What follows belongs to an exercise in optimizing a design on an open flow for small area; a production flow would make more cautious choices.
Only simulation tests tie the RTL to the original design; equivalence was not proved.

==> run a <==
==> flow/design.v <==
module pm_irblock (
    input  wire        clk,
    input  wire        rst,           
    input  wire        op_valid,
    input  wire [63:0] op_word,
    output reg         ev_frame,
    output wire [7:0]  frame_addr,
    output wire [7:0]  frame_cmd,
    output wire [7:0]  frame_flags,
    output reg         ev_adc_soc,
    output reg         ev_read,
    output reg  [31:0] read_data,
    output wire        sensor_pwr,
    output wire        cha_active,
    output wire        chb_active,
    output wire        adc_enable,
    output wire        rx_ready,
    output wire        twk_ready
);
    localparam [2:0] S0 = 3'd0, S1 = 3'd1, S2 = 3'd2, S3 = 3'd3, S4 = 3'd4,
                     S2R = 3'd6, S3F = 3'd7;
    reg [2:0]  ist;
    reg [4:0]  bc;           
    reg [31:0] data;
    reg [31:0] last_ts;
    reg [31:0] rx_data;
    reg        rx_flag;
    reg        rx_pending;
    reg [1:0]  mode_cur;
    reg [1:0]  mode_prev;
    reg [15:0] tcnt;
    reg [15:0] ocra;
    reg [15:0] ocrb;
    reg        cha_en;
    reg        chb_en;       
    reg        twk_adv;
    reg [7:0]  bright0;
    reg [7:0]  bright1;
    reg [7:0]  saved0;
    reg [7:0]  saved1;
    reg [4:0]  sq;
    reg [2:0]  err_cause;    
    reg [7:0]  err_opc;
    reg [3:0]  ra;           
    wire [7:0] opc = op_word[63:56];
    wire z_55_33 = ~|op_word[55:33];
    wire z_32_9  = ~|op_word[32:9];
    wire z_8     = ~op_word[8];
    wire z_7_2   = ~|op_word[7:2];
    wire z_1_0   = ~|op_word[1:0];
    wire o_ir  = (opc == 8'h01);
    wire o_tt  = (opc == 8'h02);
    wire o_se  = (opc == 8'h03);
    wire o_ovf = (opc == 8'h04);
    wire o_mw  = (opc == 8'h05);
    wire o_rc  = (opc == 8'h06);
    wire o_fc  = (opc == 8'h07);
    wire o_bw  = (opc == 8'h08);
    wire o_rr  = (opc == 8'h09);
    wire bad_opc = (opc > 8'h09);
    wire res_ok  = z_55_33 & (o_ir | (z_32_9 & (o_bw | (z_8 & (o_rr |
                   (z_7_2 & (o_mw | o_fc | z_1_0)))))));
    wire bad_mode = o_mw & (op_word[1:0] == 2'd3);
    wire bad_br   = o_bw & (op_word[7:0] > 8'd250);
    wire bad_ra   = o_rr & ((op_word[1:0] != 2'd0) | (op_word[7:0] > 8'h38));
    reg [2:0] cause;
    always @(*) begin
        if (bad_opc)      cause = 3'd1;
        else if (!res_ok) cause = 3'd2;
        else if (bad_mode) cause = 3'd6;
        else if (bad_br)  cause = 3'd4;
        else if (bad_ra)  cause = 3'd3;
        else              cause = 3'd0;
    end
    wire illegal = (cause != 3'd0);
    wire legal   = op_valid & ~illegal;
    wire        lvl = op_word[32];
    wire [31:0] dt  = op_word[31:0] - last_ts;
    wire win_hm = (dt >= 32'd6750) && (dt <= 32'd11250);
    wire win_hs = (dt >= 32'd3375) && (dt <= 32'd5625);
    wire win_rs = (dt >= 32'd1687) && (dt <= 32'd2812);
    wire win_u  = (dt >= 32'd280)  && (dt <= 32'd840);
    wire win_ds = (dt >= 32'd280)  && (dt <= 32'd2520);
    wire is_one = (dt > 32'd1120);
    wire resync_f = ~lvl & (dt > 32'd18000);
    wire mark_ok  = lvl & win_u;
    wire space_ok = ~lvl & win_ds;
    reg [2:0] ist_n;
    reg       adv_bit;     
    reg       acc_frame;
    reg       acc_rep;
    always @(*) begin
        ist_n     = S0;
        adv_bit   = 1'b0;
        acc_frame = 1'b0;
        acc_rep   = 1'b0;
        if (!resync_f) begin
            case (ist)
                S0:  ist_n = (lvl & win_hm) ? S1 : S0;
                S1:  ist_n = (~lvl & win_hs) ? S2 : (~lvl & win_rs) ? S2R : S0;
                S2:  ist_n = mark_ok ? S4 : S0;
                S2R: acc_rep = mark_ok;
                S3:  ist_n = mark_ok ? S4 : S0;
                S3F: acc_frame = mark_ok;
                S4:  begin
                         adv_bit = space_ok;
                         ist_n = space_ok ? ((&bc) ? S3F : S3) : S0;
                     end
                default: ist_n = S0;
            endcase
        end
    end
    wire [31:0] bsel = 32'd1 << bc;
    wire [15:0] tcnt_inc = tcnt + 16'd1;
    wire match_a = cha_en & (tcnt_inc[6:0] == ocra[6:0]);
    wire match_b = chb_en & (tcnt_inc[5:0] == ocrb[5:0]);
    wire [16:0] sum_a = {tcnt, 1'b1} + {16'd100, o_tt};
    wire [16:0] sum_b = {tcnt, 1'b1} + {16'd40,  o_tt};
    wire p_tw = (mode_prev == 2'd1);
    wire c_tw = (mode_cur  == 2'd1);
    wire p_mu = (mode_prev == 2'd2);
    wire c_mu = (mode_cur  == 2'd2);
    wire rc_disarm_a  = p_tw & ~c_tw;
    wire rc_arm_a     = c_tw & ~p_tw & ~cha_en;
    wire rc_exit_mus  = p_mu & ~c_mu & chb_en;
    wire rc_enter_mus = c_mu & ~p_mu & ~chb_en;
    wire sq_armed = (sq < 5'd25);
    always @(posedge clk) begin
        ra <= op_word[5:2];
        if (rst) begin
            ist        <= S0;
            bc         <= 5'd0;
            data       <= 32'd0;
            last_ts    <= 32'd0;
            rx_data    <= 32'd0;
            rx_flag    <= 1'b0;
            rx_pending <= 1'b0;
            mode_cur   <= 2'd3;
            mode_prev  <= 2'd3;
            tcnt       <= 16'd0;
            ocra       <= 16'd0;
            ocrb       <= 16'd0;
            cha_en     <= 1'b0;
            chb_en     <= 1'b0;
            twk_adv    <= 1'b0;
            bright0    <= 8'd20;
            bright1    <= 8'd10;
            saved0     <= 8'd0;
            saved1     <= 8'd0;
            sq         <= 5'd31;
            err_cause  <= 3'd0;
            err_opc    <= 8'd0;
            ev_frame   <= 1'b0;
            ev_adc_soc <= 1'b0;
            ev_read    <= 1'b0;
        end else begin
            ev_frame   <= legal & o_ir & (acc_frame | acc_rep);
            ev_adc_soc <= legal & o_tt & match_b;
            ev_read    <= legal & o_rr;
            if (op_valid && illegal && err_cause == 3'd0) begin
                err_cause <= cause;
                err_opc   <= opc;
            end
            if (legal && o_ir) begin
                last_ts <= op_word[31:0];
                ist     <= ist_n;
                if (ist_n == S0) begin
                    bc   <= 5'd0;
                    data <= 32'd0;
                end else if (adv_bit) begin
                    bc <= bc + 5'd1;
                    if (is_one)
                        data <= data | bsel;
                end
                if (acc_frame) begin
                    rx_data    <= data;
                    rx_flag    <= 1'b0;
                    rx_pending <= 1'b1;
                end
                if (acc_rep) begin
                    rx_flag    <= 1'b1;
                    rx_pending <= 1'b1;
                end
            end
            if (legal && o_tt) begin
                tcnt <= tcnt_inc;
                if (match_a) begin
                    twk_adv <= 1'b1;
                    ocra    <= sum_a[16:1];
                end
                if (match_b)
                    ocrb <= sum_b[16:1];
            end
            if (legal && o_se)
                sq <= 5'd0;
            if (legal && o_ovf && sq_armed)
                sq <= sq + 5'd1;
            if (legal && o_mw) begin
                mode_prev <= mode_cur;
                mode_cur  <= op_word[1:0];
            end
            if (legal && o_rc) begin
                if (rc_disarm_a)
                    cha_en <= 1'b0;
                if (rc_arm_a) begin
                    ocra   <= sum_a[16:1];
                    cha_en <= 1'b1;
                end
                if (rc_exit_mus) begin
                    bright0 <= saved0;
                    bright1 <= saved1;
                    chb_en  <= 1'b0;
                end
                if (rc_enter_mus) begin
                    saved0 <= bright0;
                    saved1 <= bright1;
                    ocrb   <= sum_b[16:1];
                    chb_en <= 1'b1;
                end
            end
            if (legal && o_fc) begin
                if (op_word[0]) rx_pending <= 1'b0;
                if (op_word[1]) twk_adv    <= 1'b0;
            end
            if (legal && o_bw) begin
                if (op_word[8]) bright1 <= op_word[7:0];
                else            bright0 <= op_word[7:0];
            end
        end
    end
    wire [2:0] dstate_r = {ist[2] & ~ist[1], ist[1], ist[0]};
    wire       wflag_r  = (ist == S2R);
    wire       bc32     = (ist == S3F);
    wire       sens_init = (sq == 5'd31);
    always @(*) begin
        case (ra)
            4'h0: read_data = {8'd0, 7'd0, wflag_r, 2'd0, bc32, bc, 5'd0, dstate_r};
            4'h1: read_data = data;
            4'h2: read_data = bc32 ? 32'd0 : bsel;
            4'h3: read_data = last_ts;
            4'h4: read_data = rx_data;
            4'h5: read_data = {16'd0, 7'd0, rx_flag, 7'd0, rx_pending};
            4'h6: read_data = {26'd0, mode_prev, 2'd0, mode_cur};
            4'h7: read_data = {16'd0, tcnt};
            4'h8: read_data = {16'd0, ocra};
            4'h9: read_data = {16'd0, ocrb};
            4'hA: read_data = {23'd0, twk_adv, 5'd0, chb_en, chb_en, cha_en};
            4'hB: read_data = {saved1, saved0, bright1, bright0};
            4'hC: read_data = {14'd0, sq_armed, ~sens_init, 11'd0, sens_init ? 5'd0 : sq};
            4'hD: read_data = {16'd0, err_opc, 1'b0, err_cause, 3'd0, err_cause != 3'd0};
            4'hE: read_data = 32'h00002001;
            default: read_data = 32'd0;
        endcase
    end
    assign frame_addr  = rx_data[7:0];
    assign frame_cmd   = rx_data[23:16];
    assign frame_flags = {7'd0, rx_flag};
    assign sensor_pwr = ~sens_init;
    assign cha_active = cha_en;
    assign chb_active = chb_en;
    assign adc_enable = chb_en;
    assign rx_ready   = rx_pending;
    assign twk_ready  = twk_adv;
endmodule
==> flow/run.sh <==
#!/bin/bash
# synth_recipe.tcl (not shown) runs the flow's synth.tcl, then flattens the netlist and writes it again
# the make line also repeats each setting of config.mk as NAME=value (left out here)
make -C /OpenROAD-flow-scripts/flow DESIGN_CONFIG=/design/flow/config.mk WORK_HOME=/design/flow/orfs CLKGATE_MAP_FILE= SYNTH_SCRIPT=/design/flow/synth_recipe.tcl finish
==> flow/config.mk <==
export PLATFORM = sky130hd
export DESIGN_NAME = pm_irblock
export DESIGN_NICKNAME = pm_irblock
export VERILOG_FILES = /design/flow/design.v
export SDC_FILE = /design/flow/constraint.sdc
export NUM_CORES = 4
export LEC_CHECK = 0
export CAP_MARGIN = 20
export CORE_MARGIN = 2
export CORE_UTILIZATION = 40
export SLEW_MARGIN = 20
==> flow/constraint.sdc <==
create_clock -name core_clock -period 10.0 [get_ports {clk}]
set_input_delay 2.0000 -clock core_clock [delete_from_list [all_inputs] [get_ports {clk}]]
set_output_delay 2.0000 -clock core_clock [all_outputs]
set_load 0.01 [all_outputs]
==> inputs of run b, as changes to run a <==
--- a/flow/design.v
+++ b/flow/design.v
@@ -42,6 +42,78 @@
     reg [2:0]  err_cause;    
     reg [7:0]  err_opc;
     reg [3:0]  ra;           
+    function automatic ge15(input [14:0] x, input [14:0] k);
+        integer i;
+        reg r;
+        begin
+            r = 1'b1;
+            for (i = 0; i < 15; i = i + 1)
+                r = (x[i] & ~k[i]) | (~(x[i] ^ k[i]) & r);
+            ge15 = r;
+        end
+    endfunction
+    function automatic gt8(input [7:0] x, input [7:0] k);
+        integer i;
+        reg r;
+        begin
+            r = 1'b0;
+            for (i = 0; i < 8; i = i + 1)
+                r = (x[i] & ~k[i]) | (~(x[i] ^ k[i]) & r);
+            gt8 = r;
+        end
+    endfunction
+    function automatic [31:0] sub32(input [31:0] a, input [31:0] b);
+        integer i;
+        reg br;
+        reg [31:0] d;
+        begin
+            br = 1'b0;
+            for (i = 0; i < 32; i = i + 1) begin
+                d[i] = a[i] ^ b[i] ^ br;
+                br   = (~a[i] & b[i]) | (~(a[i] ^ b[i]) & br);
+            end
+            sub32 = d;
+        end
+    endfunction
+    function automatic [15:0] inc16(input [15:0] x);
+        integer i;
+        reg c;
+        reg [15:0] y;
+        begin
+            c = 1'b1;
+            for (i = 0; i < 16; i = i + 1) begin
+                y[i] = x[i] ^ c;
+                c    = x[i] & c;
+            end
+            inc16 = y;
+        end
+    endfunction
+    function automatic [4:0] inc5(input [4:0] x);
+        integer i;
+        reg c;
+        reg [4:0] y;
+        begin
+            c = 1'b1;
+            for (i = 0; i < 5; i = i + 1) begin
+                y[i] = x[i] ^ c;
+                c    = x[i] & c;
+            end
+            inc5 = y;
+        end
+    endfunction
+    function automatic [15:0] addk16(input [15:0] x, input [15:0] k, input ci);
+        integer i;
+        reg c;
+        reg [15:0] y;
+        begin
+            c = ci;
+            for (i = 0; i < 16; i = i + 1) begin
+                y[i] = x[i] ^ k[i] ^ c;
+                c    = (x[i] & k[i]) | ((x[i] ^ k[i]) & c);
+            end
+            addk16 = y;
+        end
+    endfunction
     wire [7:0] opc = op_word[63:56];
     wire z_55_33 = ~|op_word[55:33];
     wire z_32_9  = ~|op_word[32:9];
@@ -57,12 +129,12 @@
     wire o_fc  = (opc == 8'h07);
     wire o_bw  = (opc == 8'h08);
     wire o_rr  = (opc == 8'h09);
-    wire bad_opc = (opc > 8'h09);
+    wire bad_opc = gt8(opc, 8'h09);
     wire res_ok  = z_55_33 & (o_ir | (z_32_9 & (o_bw | (z_8 & (o_rr |
                    (z_7_2 & (o_mw | o_fc | z_1_0)))))));
     wire bad_mode = o_mw & (op_word[1:0] == 2'd3);
-    wire bad_br   = o_bw & (op_word[7:0] > 8'd250);
-    wire bad_ra   = o_rr & ((op_word[1:0] != 2'd0) | (op_word[7:0] > 8'h38));
+    wire bad_br   = o_bw & gt8(op_word[7:0], 8'd250);
+    wire bad_ra   = o_rr & ((op_word[1:0] != 2'd0) | gt8(op_word[7:0], 8'h38));
     reg [2:0] cause;
     always @(*) begin
         if (bad_opc)      cause = 3'd1;
@@ -75,14 +147,16 @@
     wire illegal = (cause != 3'd0);
     wire legal   = op_valid & ~illegal;
     wire        lvl = op_word[32];
-    wire [31:0] dt  = op_word[31:0] - last_ts;
-    wire win_hm = (dt >= 32'd6750) && (dt <= 32'd11250);
-    wire win_hs = (dt >= 32'd3375) && (dt <= 32'd5625);
-    wire win_rs = (dt >= 32'd1687) && (dt <= 32'd2812);
-    wire win_u  = (dt >= 32'd280)  && (dt <= 32'd840);
-    wire win_ds = (dt >= 32'd280)  && (dt <= 32'd2520);
-    wire is_one = (dt > 32'd1120);
-    wire resync_f = ~lvl & (dt > 32'd18000);
+    wire [31:0] dt  = sub32(op_word[31:0], last_ts);
+    wire [14:0] d15 = dt[14:0];
+    wire        dsm = ~|dt[31:15];      
+    wire win_hm = dsm & ge15(d15, 15'd6750) & ~ge15(d15, 15'd11251);
+    wire win_hs = dsm & ge15(d15, 15'd3375) & ~ge15(d15, 15'd5626);
+    wire win_rs = dsm & ge15(d15, 15'd1687) & ~ge15(d15, 15'd2813);
+    wire win_u  = dsm & ge15(d15, 15'd280)  & ~ge15(d15, 15'd841);
+    wire win_ds = dsm & ge15(d15, 15'd280)  & ~ge15(d15, 15'd2521);
+    wire is_one = ge15(d15, 15'd1121);      
+    wire resync_f = ~lvl & (~dsm | ge15(d15, 15'd18001));
     wire mark_ok  = lvl & win_u;
     wire space_ok = ~lvl & win_ds;
     reg [2:0] ist_n;
@@ -111,11 +185,11 @@
         end
     end
     wire [31:0] bsel = 32'd1 << bc;
-    wire [15:0] tcnt_inc = tcnt + 16'd1;
+    wire [15:0] tcnt_inc = inc16(tcnt);
     wire match_a = cha_en & (tcnt_inc[6:0] == ocra[6:0]);
     wire match_b = chb_en & (tcnt_inc[5:0] == ocrb[5:0]);
-    wire [16:0] sum_a = {tcnt, 1'b1} + {16'd100, o_tt};
-    wire [16:0] sum_b = {tcnt, 1'b1} + {16'd40,  o_tt};
+    wire [15:0] sum_a = addk16(tcnt, 16'd100, o_tt);
+    wire [15:0] sum_b = addk16(tcnt, 16'd40,  o_tt);
     wire p_tw = (mode_prev == 2'd1);
     wire c_tw = (mode_cur  == 2'd1);
     wire p_mu = (mode_prev == 2'd2);
@@ -124,7 +198,7 @@
     wire rc_arm_a     = c_tw & ~p_tw & ~cha_en;
     wire rc_exit_mus  = p_mu & ~c_mu & chb_en;
     wire rc_enter_mus = c_mu & ~p_mu & ~chb_en;
-    wire sq_armed = (sq < 5'd25);
+    wire sq_armed = ~(sq[4] & sq[3] & (sq[2] | sq[1] | sq[0]));   
     always @(posedge clk) begin
         ra <= op_word[5:2];
         if (rst) begin
@@ -168,7 +242,7 @@
                     bc   <= 5'd0;
                     data <= 32'd0;
                 end else if (adv_bit) begin
-                    bc <= bc + 5'd1;
+                    bc <= inc5(bc);
                     if (is_one)
                         data <= data | bsel;
                 end
@@ -186,15 +260,15 @@
                 tcnt <= tcnt_inc;
                 if (match_a) begin
                     twk_adv <= 1'b1;
-                    ocra    <= sum_a[16:1];
+                    ocra    <= sum_a;
                 end
                 if (match_b)
-                    ocrb <= sum_b[16:1];
+                    ocrb <= sum_b;
             end
             if (legal && o_se)
                 sq <= 5'd0;
             if (legal && o_ovf && sq_armed)
-                sq <= sq + 5'd1;
+                sq <= inc5(sq);
             if (legal && o_mw) begin
                 mode_prev <= mode_cur;
                 mode_cur  <= op_word[1:0];
@@ -203,7 +277,7 @@
                 if (rc_disarm_a)
                     cha_en <= 1'b0;
                 if (rc_arm_a) begin
-                    ocra   <= sum_a[16:1];
+                    ocra   <= sum_a;
                     cha_en <= 1'b1;
                 end
                 if (rc_exit_mus) begin
@@ -214,7 +288,7 @@
                 if (rc_enter_mus) begin
                     saved0 <= bright0;
                     saved1 <= bright1;
-                    ocrb   <= sum_b[16:1];
+                    ocrb   <= sum_b;
                     chb_en <= 1'b1;
                 end
             end
==> flow/flow/run.sh (new file) <==
#!/bin/bash
# Own layout flow: the standard synthesis, then an area re-mapping of
# the logic between the (unchanged) registers, then the standard
# layout with small port buffers and a clock tree of small buffers.
set -euo pipefail
W=$(pwd)
R=$W/orfs/results/$FLOW_PLATFORM/pm_irblock/base
LIB=$FLOW_HOME/platforms/$FLOW_PLATFORM/lib/sky130_fd_sc_hd__tt_025C_1v80.lib

bash standard.sh synth > $W/synth.log 2>&1

cp $R/1_2_yosys.v $W/standard_synth.v
LIB=$LIB IN=$W/standard_synth.v OUT=$W/remapped.v SCRIPT=$W/flow/remap.abc TOP=$FLOW_TOP \
  ${YOSYS_EXE:-yosys} -c $W/flow/remap.tcl > $W/remap.log 2>&1
cp $W/remapped.v $R/1_2_yosys.v
rm -f $R/1_synth.odb $R/1_synth.sdc

export BUFFER_PORTS_ARGS="-buffer_cell sky130_fd_sc_hd__buf_1"
export CTS_ARGS="-sink_clustering_enable -repair_clock_nets -dont_use_dummy_load -buf_list sky130_fd_sc_hd__clkbuf_4"
bash standard.sh > $W/layout.log 2>&1
==> flow/flow/remap.abc (new file) <==
strash
balance -l; resub -K 6 -l; rewrite -l; resub -K 6 -N 2 -l; refactor -l; resub -K 8 -l; balance -l; resub -K 8 -N 2 -l; rewrite -l; resub -K 10 -l; rewrite -z -l; resub -K 10 -N 2 -l; balance -l; resub -K 12 -l; refactor -z -l; resub -K 12 -N 2 -l; rewrite -z -l; balance -l
balance -l; resub -K 6 -l; rewrite -l; resub -K 6 -N 2 -l; refactor -l; resub -K 8 -l; balance -l; resub -K 8 -N 2 -l; rewrite -l; resub -K 10 -l; rewrite -z -l; resub -K 10 -N 2 -l; balance -l; resub -K 12 -l; refactor -z -l; resub -K 12 -N 2 -l; rewrite -z -l; balance -l
&get -n
&deepsyn -T 120
&put
balance -l; resub -K 6 -l; rewrite -l; resub -K 6 -N 2 -l; refactor -l; resub -K 8 -l; balance -l; resub -K 8 -N 2 -l; rewrite -l; resub -K 10 -l; rewrite -z -l; resub -K 10 -N 2 -l; balance -l; resub -K 12 -l; refactor -z -l; resub -K 12 -N 2 -l; rewrite -z -l; balance -l
dch -f
amap
==> flow/flow/remap.tcl (new file) <==
# Re-map the combinational logic of the standard synthesis netlist for
# area. The flip-flop instances (and the nets they drive) are kept as they
# are; only the logic between them is re-optimised with ABC.
# env: LIB (liberty), IN (netlist), OUT (netlist), SCRIPT (ABC script)
yosys -import
set lib $::env(LIB)
read_liberty -overwrite -ignore_miss_func -setattr liberty_cell $lib
foreach m {sky130_fd_sc_hd__dfxtp_1 sky130_fd_sc_hd__dfxtp_2 sky130_fd_sc_hd__dfxtp_4} {
  catch {setattr -mod -set keep_hierarchy 1 $m}
}
read_verilog -overwrite $::env(IN)
hierarchy -top $::env(TOP)
flatten
yosys rename -hide w:*.*
opt_clean -purge
opt -purge
abc -liberty $lib -script $::env(SCRIPT) -dont_use *probe* -dont_use *lpflow* -dont_use *clkbuf* -dont_use *clkdly* -dont_use *clkinv*
opt_clean -purge
hilomap -singleton -hicell sky130_fd_sc_hd__conb_1 HI -locell sky130_fd_sc_hd__conb_1 LO
splitnets
opt_clean -purge
insbuf -buf sky130_fd_sc_hd__buf_1 A X
tee -o $::env(OUT).stat stat -liberty $lib $::env(TOP)
select $::env(TOP)
write_verilog -noattr -nohex -nodec -selected $::env(OUT)
==> flow/standard.sh (new file) <==
#!/bin/bash
# synth_recipe.tcl (not shown) runs the flow's synth.tcl, then flattens the netlist and writes it again
# the make line also repeats each setting of config.mk as NAME=value (left out here)
make -C /OpenROAD-flow-scripts/flow DESIGN_CONFIG=/design/flow/config.mk WORK_HOME=/design/flow/orfs CLKGATE_MAP_FILE= SYNTH_SCRIPT=/design/flow/synth_recipe.tcl "${@:-finish}"
removed: flow/run.sh
==> notes <==
- Register-to-register slack: run a is higher than run b (1.5 ns).
- Run b completed with no timing, DRC or antenna violations. Run a passed the timing, DRC and antenna checks.
- Between run a and run b, the lower first-iteration DRC count is in run a (gap 17%, measured against run b).
- Against run b, the global-route usage of run a is lower by 0.73 points.
- Of run a and run b, run b has the higher sequential share of layout area (gap 9.4 points).
- Between run b and run a, the lower maximum frequency is in run b (gap about 15%, measured against run a).
- In run a the synthesized area is higher than in run b, by 32%.
- Against run b, the non-clock buffer count of run a is higher by 2.

## port drivers added, routing unchanged
How much do the figures lean on ideal ports? The routed layouts below were timed once more, with nothing changed but the port constraints. Step 1 assumes that a clkbuf_16 drives the clock port and a buf_2 every other input. Step 2 also shifts input and output timing later by t, the mid clock arrival at the registers, as if the neighbouring blocks saw the same clock. Three values: ideal ports, drivers, drivers and shift; two values: the first two.
run | t (ns) | setup slack, ns | latest minus earliest clock arrival (ns)
run a | 0.581 | 3.478 / 3.504 / 2.924 | 0.019 / 0.019
run b | 0.752 | 2.320 / 2.343 / 1.590 | 0.102 / 0.103
After both steps setup and hold are still met in every run listed. For run b, which loses most, drivers alone change the setup slack by +0.023 ns; drivers and shift together by -0.730 ns.
